Source: an optimization exercise on an open RTL-to-GDS flow (aim: small area, a short achievable clock period and few clock cycles per item). Production flows keep margins and buffers that such runs may drop. The RTL was checked by simulation tests, not by an equivalence proof against the original design. Power and IR drop assume default switching activity.

## config.mk

```make
export PLATFORM = sky130hd
export DESIGN_NAME = uecp_frame_dec
export DESIGN_NICKNAME = uecp_frame_dec
export VERILOG_FILES = /design/flow/design.v
export SDC_FILE = /design/flow/constraint.sdc
export NUM_CORES = 4
export LEC_CHECK = 0
export CAP_MARGIN = 20
export CORE_MARGIN = 2
export CORE_UTILIZATION = 40
export SLEW_MARGIN = 20
```

## constraint.sdc

```tcl
create_clock -name core_clock -period 3.5 [get_ports {clk}]
set_input_delay 0.7000 -clock core_clock [delete_from_list [all_inputs] [get_ports {clk}]]
set_output_delay 0.7000 -clock core_clock [all_outputs]
set_load 0.01 [all_outputs]
```

## design.v

```verilog
module uecp_frame_dec (
    input  wire       clk,
    input  wire       rst,
    input  wire       in_valid,
    output wire       in_ready,
    input  wire [7:0] in_data,
    input  wire       in_last,
    output reg        res_valid,
    input  wire       res_ready,
    output reg  [2:0] res_status,
    output reg  [9:0] res_site,
    output reg  [5:0] res_enc,
    output reg  [7:0] res_seq,
    output reg  [7:0] res_mel,
    output reg  [7:0] res_nelem
);
    localparam [2:0] ST_OK      = 3'd0;
    localparam [2:0] ST_UNKNOWN = 3'd1;
    localparam [2:0] ST_CRC     = 3'd2;
    localparam [2:0] ST_SHORT   = 3'd4;
    localparam [1:0] W_CODE = 2'd0;    
    localparam [1:0] W_SUB  = 2'd1;    
    localparam [1:0] W_LEN  = 2'd2;    
    localparam [1:0] W_PAY  = 2'd3;    
    function [11:0] lut;
        input [7:0] code;
        begin
            case (code)
                8'h01: lut = 12'hC02;
                8'h02: lut = 12'hC08;
                8'h03: lut = 12'hC01;
                8'h07: lut = 12'hC01;
                8'h0A: lut = 12'hD00;
                8'h13: lut = 12'hD00;
                8'h1A: lut = 12'hA02;
                8'h16: lut = 12'hB00;
                8'h0D: lut = 12'h808;
                8'h19: lut = 12'h801;
                8'h1C: lut = 12'h801;
                8'h2D: lut = 12'h900;
                8'h17: lut = 12'h900;
                default: lut = 12'h000;
            endcase
        end
    endfunction
    function [15:0] crc_step;
        input [15:0] a_in;
        input [7:0]  c;
        reg   [15:0] a;
        begin
            a = {a_in[7:0], a_in[15:8]};
            a = a ^ {8'h00, c};
            a = a ^ {12'h000, a[7:4]};
            a = a ^ {a[3:0], 12'h000};
            a = a ^ {3'b000, a[7:0], 5'b00000};
            crc_step = a;
        end
    endfunction
    reg        first;         
    reg        esc;           
    reg  [1:0] ucnt;          
    reg  [7:0] hold0, hold1;  
    reg [15:0] crc;           
    reg  [8:0] dcnt;          
    reg  [7:0] addr_hi, addr_lo, seq, mel;
    reg  [7:0] body_rem;      
    reg  [1:0] wstate;
    reg        werr;          
    reg  [1:0] sub_rem;
    reg        cur_lp;
    reg  [7:0] cur_n;
    reg  [7:0] pay_rem;
    reg  [7:0] nelem;
    wire accept  = in_valid && in_ready;
    wire is_end  = accept && in_last;
    wire is_mid  = accept && !in_last && !first;    
    assign in_ready = !res_valid || res_ready;
    wire       u_valid = is_mid && (esc || in_data != 8'hFD);
    wire [7:0] u_byte  = esc ? (8'hFD + in_data) : in_data;
    wire       d_valid = u_valid && (ucnt == 2'd2);
    wire [7:0] d_byte  = hold0;
    wire        in_body  = (dcnt >= 9'd4) && (body_rem != 8'd0);
    wire        b_valid  = d_valid && in_body && !werr;
    wire [11:0] lw       = lut(d_byte);
    wire        lw_valid = lw[11];
    wire [1:0]  lw_ds    = lw[10:9];
    wire        lw_lp    = lw[8];
    wire [7:0]  lw_n     = lw[7:0];
    reg [2:0] verdict;
    always @(*) begin
        if (first)
            verdict = ST_SHORT;
        else if (esc)
            verdict = ST_SHORT;
        else if (ucnt != 2'd2)
            verdict = ST_SHORT;
        else if ((crc ^ 16'hFFFF) != {hold0, hold1})
            verdict = ST_CRC;
        else if (dcnt < 9'd4)
            verdict = ST_SHORT;
        else if (body_rem != 8'd0)
            verdict = ST_SHORT;
        else if (werr)
            verdict = ST_UNKNOWN;
        else if (wstate != W_CODE)
            verdict = ST_SHORT;
        else
            verdict = ST_OK;
    end
    always @(posedge clk) begin
        if (rst) begin
            res_valid  <= 1'b0;
            res_status <= 3'd0;
            res_site   <= 10'd0;
            res_enc    <= 6'd0;
            res_seq    <= 8'd0;
            res_mel    <= 8'd0;
            res_nelem  <= 8'd0;
        end else begin
            if (res_valid && res_ready)
                res_valid <= 1'b0;
            if (is_end) begin
                res_valid  <= 1'b1;
                res_status <= verdict;
                if (verdict == ST_OK) begin
                    res_site  <= {addr_hi, addr_lo[7:6]};
                    res_enc   <= addr_lo[5:0];
                    res_seq   <= seq;
                    res_mel   <= mel;
                    res_nelem <= nelem;
                end else begin
                    res_site  <= 10'd0;
                    res_enc   <= 6'd0;
                    res_seq   <= 8'd0;
                    res_mel   <= 8'd0;
                    res_nelem <= 8'd0;
                end
            end
        end
    end
    always @(posedge clk) begin
        if (rst || is_end) begin
            first <= 1'b1;
            esc   <= 1'b0;
            ucnt  <= 2'd0;
        end else if (accept) begin
            first <= 1'b0;
            if (is_mid) begin
                if (esc)
                    esc <= 1'b0;
                else if (in_data == 8'hFD)
                    esc <= 1'b1;
            end
            if (u_valid && ucnt != 2'd2)
                ucnt <= ucnt + 2'd1;
        end
    end
    always @(posedge clk) begin
        if (u_valid) begin
            if (ucnt == 2'd0) begin
                hold0 <= u_byte;
            end else if (ucnt == 2'd1) begin
                hold1 <= u_byte;
            end else begin
                hold0 <= hold1;
                hold1 <= u_byte;
            end
        end
    end
    always @(posedge clk) begin
        if (rst || is_end) begin
            crc      <= 16'hFFFF;
            dcnt     <= 9'd0;
            body_rem <= 8'd0;
        end else if (d_valid) begin
            crc <= crc_step(crc, d_byte);
            if (dcnt != 9'h1FF)
                dcnt <= dcnt + 9'd1;
            if (dcnt == 9'd3)
                body_rem <= d_byte;
            else if (in_body)
                body_rem <= body_rem - 8'd1;
        end
    end
    always @(posedge clk) begin
        if (d_valid) begin
            case (dcnt)
                9'd0: addr_hi <= d_byte;
                9'd1: addr_lo <= d_byte;
                9'd2: seq     <= d_byte;
                9'd3: mel     <= d_byte;
                default: ;
            endcase
        end
    end
    always @(posedge clk) begin
        if (rst || is_end) begin
            wstate  <= W_CODE;
            werr    <= 1'b0;
            nelem   <= 8'd0;
            sub_rem <= 2'd0;
            cur_lp  <= 1'b0;
            cur_n   <= 8'd0;
            pay_rem <= 8'd0;
        end else if (b_valid) begin
            case (wstate)
                W_CODE: begin
                    if (!lw_valid) begin
                        werr <= 1'b1;
                    end else begin
                        cur_lp <= lw_lp;
                        cur_n  <= lw_n;
                        if (lw_ds != 2'd0) begin
                            wstate  <= W_SUB;
                            sub_rem <= lw_ds;
                        end else if (lw_lp) begin
                            wstate <= W_LEN;
                        end else if (lw_n != 8'd0) begin
                            wstate  <= W_PAY;
                            pay_rem <= lw_n;
                        end else begin
                            nelem <= nelem + 8'd1;
                        end
                    end
                end
                W_SUB: begin
                    sub_rem <= sub_rem - 2'd1;
                    if (sub_rem == 2'd1) begin
                        if (cur_lp) begin
                            wstate <= W_LEN;
                        end else if (cur_n != 8'd0) begin
                            wstate  <= W_PAY;
                            pay_rem <= cur_n;
                        end else begin
                            wstate <= W_CODE;
                            nelem  <= nelem + 8'd1;
                        end
                    end
                end
                W_LEN: begin
                    if (d_byte != 8'd0) begin
                        wstate  <= W_PAY;
                        pay_rem <= d_byte;
                    end else begin
                        wstate <= W_CODE;
                        nelem  <= nelem + 8'd1;
                    end
                end
                W_PAY: begin
                    pay_rem <= pay_rem - 8'd1;
                    if (pay_rem == 8'd1) begin
                        wstate <= W_CODE;
                        nelem  <= nelem + 8'd1;
                    end
                end
            endcase
        end
    end
endmodule
```

## run.sh

```bash
#!/bin/bash
# synth_recipe.tcl (not shown) runs the flow's synth.tcl, then flattens the netlist and writes it again
# the make line also repeats each setting of config.mk as NAME=value (left out here)
make -C /OpenROAD-flow-scripts/flow DESIGN_CONFIG=/design/flow/config.mk WORK_HOME=/design/flow/orfs CLKGATE_MAP_FILE= SYNTH_SCRIPT=/design/flow/synth_recipe.tcl finish
```

==> run notes <==
area by class of cell:
type / count / area, µm² / area share
Clock buffer: 18 / 429 / 0.0487
Clock inverter: 14 / 158 / 0.0179
Inverter: 26 / 97.6 / 0.0111
Multi-Input combinational cell: 495 / 3400 / 0.386
Sequential cell: 161 / 3700 / 0.421
Tap cell: 229 / 287 / 0.0325
Timing Repair Buffer: 77 / 733 / 0.0833
layer usage:
layer	track usage	share of wire
met1	0.233	0.47
met2	0.286	0.47
met3	0.0361	0.047
met4	0.0627	0.017
met5	0	0
Yosys cell counts (2+ instances only):
cell	instances	area (µm²)
nor2b_1	2	12.5
clkbuf_1	23	86.3
o211ai_1	17	128
dfxtp_1	113	2260
nor4b_2	3	45.0
xnor2_1	33	289
a22o_1	42	368
nor2_1	65	244
and3_1	12	75.1
nor4_4	4	85.1
or4_1	5	37.5
o21ai_0	22	110
nand4_1	9	56.3
buf_4	2	15.0
xor2_1	20	175
ha_1	22	275
a21oi_1	32	160
a21o_1	4	30.0
a211o_1	2	17.5
o22ai_1	7	43.8
nand2b_1	6	37.5
a2111oi_0	2	17.5
a31oi_1	7	43.8
nor3_1	13	65.1
or3_1	6	37.5
mux2_2	9	101
a211oi_1	6	45.0
buf_2	8	40.0
nand2_1	64	240
inv_1	25	93.8
edfxtp_1	48	1440
nor4_1	7	43.8
a221oi_1	2	17.5
or2_2	3	18.8
mux2i_1	17	170
nor3b_1	4	30.0
and2_1	4	25.0
nand3_1	19	95.1
worst max-delay path: stages:
cell and delay, ns:
clkdlybuf4s50_1 0.50, inv_1 0.07, ha_1 0.17, inv_1 0.11, nor4_4 0.07, nor3_2 0.32, buf_4 0.30, mux2_2 0.43
a2111oi_0 0.57, or3_1 0.20
path summary, 6_finish.rpt:
check	endpoint	from
worst max-delay path	flop	in_data[1]
worst min register to register	res_enc[5]	addr_lo[5]
worst max register to register	flop	ucnt[0]
worst min-delay path	res_enc[5]	addr_lo[5]
power by group through the flow:
stage	sequential (mW)	combinational, mW	clock, mW
after global placement	1.98	0.148	0
after global routing	1.94	0.166	1.96
final	1.94	0.153	1.85
after CTS	1.94	0.152	1.88
after floorplan	1.97	0.0906	0
after detailed placement	1.98	0.151	0
flip-flops by register name, summed over array words and instances (netlist names), 3 cells and up, named ones only:
name / cells
crc: 16
res_site: 10
dcnt: 9
addr_hi: 8
addr_lo: 8
body_rem: 8
hold0: 8
hold1: 8
mel: 8
nelem: 8
pay_rem: 8
res_mel: 8
res_nelem: 8
res_seq: 8
seq: 8
res_enc: 6
cur_n: 3
res_status: 3
kinds of logic after synthesis:
kind of cell,Yosys count
simple gates,235
flops,161
compound gates,159
buf+inv,59
xor+xnor,53
mux,26
fa+ha+maj,22
through the flow:
step                power (mW)  utilization  std cells
floorplan                 2.06            -        715
global placement          2.13        0.457        988
detailed placement        2.13        0.457        988
CTS                       3.97        0.490       1020
global route              4.06        0.490       1020
finish                    3.94        0.490       1020
==> metrics.yaml <==
dieArea_um2: 19400
setup_viol: 0
yosysWarnings: 1
htreeDepth: 4
post-dp-hpwl_um: 12200
worst_hold_slack_ns: 0.456
fmax_mhz: 325
die_width_um: 139
power_frac_comb: 0.039
grt_max_degree: 41
synth_compound_area_frac: 0.155
clkPwrFrac: 0.470
fin_ws_ns: 0.423
drtPass1Iterations: 6
leakagePower_nw: 3.19
placed_area_um2: 8220
final.min_clock_period_ns: 3.08
ant_nets: 0
fin_area_um2: 8800
maxSlewHeadroom: 0.552
worst_pin_slew_ns: 0.669
insertedDiodeCount: 0
worstSetupPathType: "primary input to flop"
ys_async_sr_fraction: 0
critPathLaunchType: "primary input"
tns_ns: 0
pwr-share-seq: 0.492
ys_seq_area_frac: 0.505
maxCapViolations: 0
worst_ep_required_time_ns: 3.87
drtIter0Drc: 517
cts-root-buf: "clkbuf_16"
worstSkewPairLatency_ns: 0.43
cp.arrival_ns: 3.45
switching_share: 0.226
endpoint_kind: "flop"
p_per_area_nw_per_um2: 447
vias: 5537
cts.sinks: 161
mostFrequentLayoutCell: "dfxtp_1"
synth_mux_area_frac: 0.0370
grt_usage: 0.176
gp_congestion: 0.919
clock_path_buffers: 2
synth_flop_cell: "dfxtp_1"
post_cts_buffers: 0
hold_path.class: "flop to flop"
cts_buffers: 17
synth_top_family_by_area: "simple AND/OR/NAND/NOR gates"
grt_pass1_vias: 5216
worst-r2r-cell-count: 9
synth_edf_count: 48
hold_violations: 0
slew_viol_final: 0
ff2ff_setup_slack_ns: 0.67
io_buffers: 57
synthAdderAreaFrac: 0.0375
fin_worst_skew_ns: 0.00964
syn_area_per_cell_um2: 10.3
grt_pass1_wl_um: 27300
synth_xor_area_frac: 0.0633
syn_area_um2: 7330
path_max_fanout: 17
cts_tree: "yes"
start_util: 0.408
core_um2: 18000
ctsHoldBuffers: 0
syn2layout_area_growth_pct: 20.1
min_path_cells: 1
grt_overflow: 0
die_h_um: 139
ir_drop_v: 0.000315
synth_seq_cells: 161
rsz0062_at_grt: "no"
drt-wirelength-per-cell_um: 16.5
synth_fp_nets: 750
post-route-period-util: 0.879
mostFrequentLayoutCells: "dfxtp_1 (113), nand2_1 (64), nor2_1 (64), clkdlybuf4s50_1 (57), edfxtp_1 (48)"
io_pins: 58
synthSimpleGateAreaFrac: 0.169
drc: 0
dp_worst_setup_slack_ns: 0.0124
routed_via_density: 5.43
outcome: "no timing/DRC/antenna violations"
syn-instance-count: 715
post_route_cells_drive_above_1_share: 0.101
fillCellCount: 1636
antenna_found_initial: 0
final_nets: 813
cts_resized: 0
wirelength_um: 16900
ys_types: 64
p_sw_mw: 0.892
intPower_mw: 3.05
clkTransAtPathRegs_ns: 0.06
row_count: 49
Testbench counts, summed over its fixed seeds: cycles 39,225, frames 384.

## afterwards: timing with drivers on the ports
In the flow no input, the clock included, has a driving cell. The finished layout below was timed again as built, in two steps.
Step 1: set_driving_cell puts a clkbuf_16 on clk and a buf_2 on each other input, an assumption about the parent block.
Step 2 also shifts input and output timing later by t, the mid clock arrival at the registers, as if the neighbouring blocks saw the same clock.
Slacks: ideal / step 1 / step 2; pairs: ideal / step 1.
t, ns: 0.469
slack for setup (ns): 0.423 / 0.446 / -0.023
hold WS [ns]: 0.456 / 0.456 / 0.456
cell pins on the clock port's net: 1
With both steps, setup timing fails in this run, where it was met with ideal ports. The setup slack of this run moves by +0.023 ns with the drivers and by -0.446 ns with both steps.
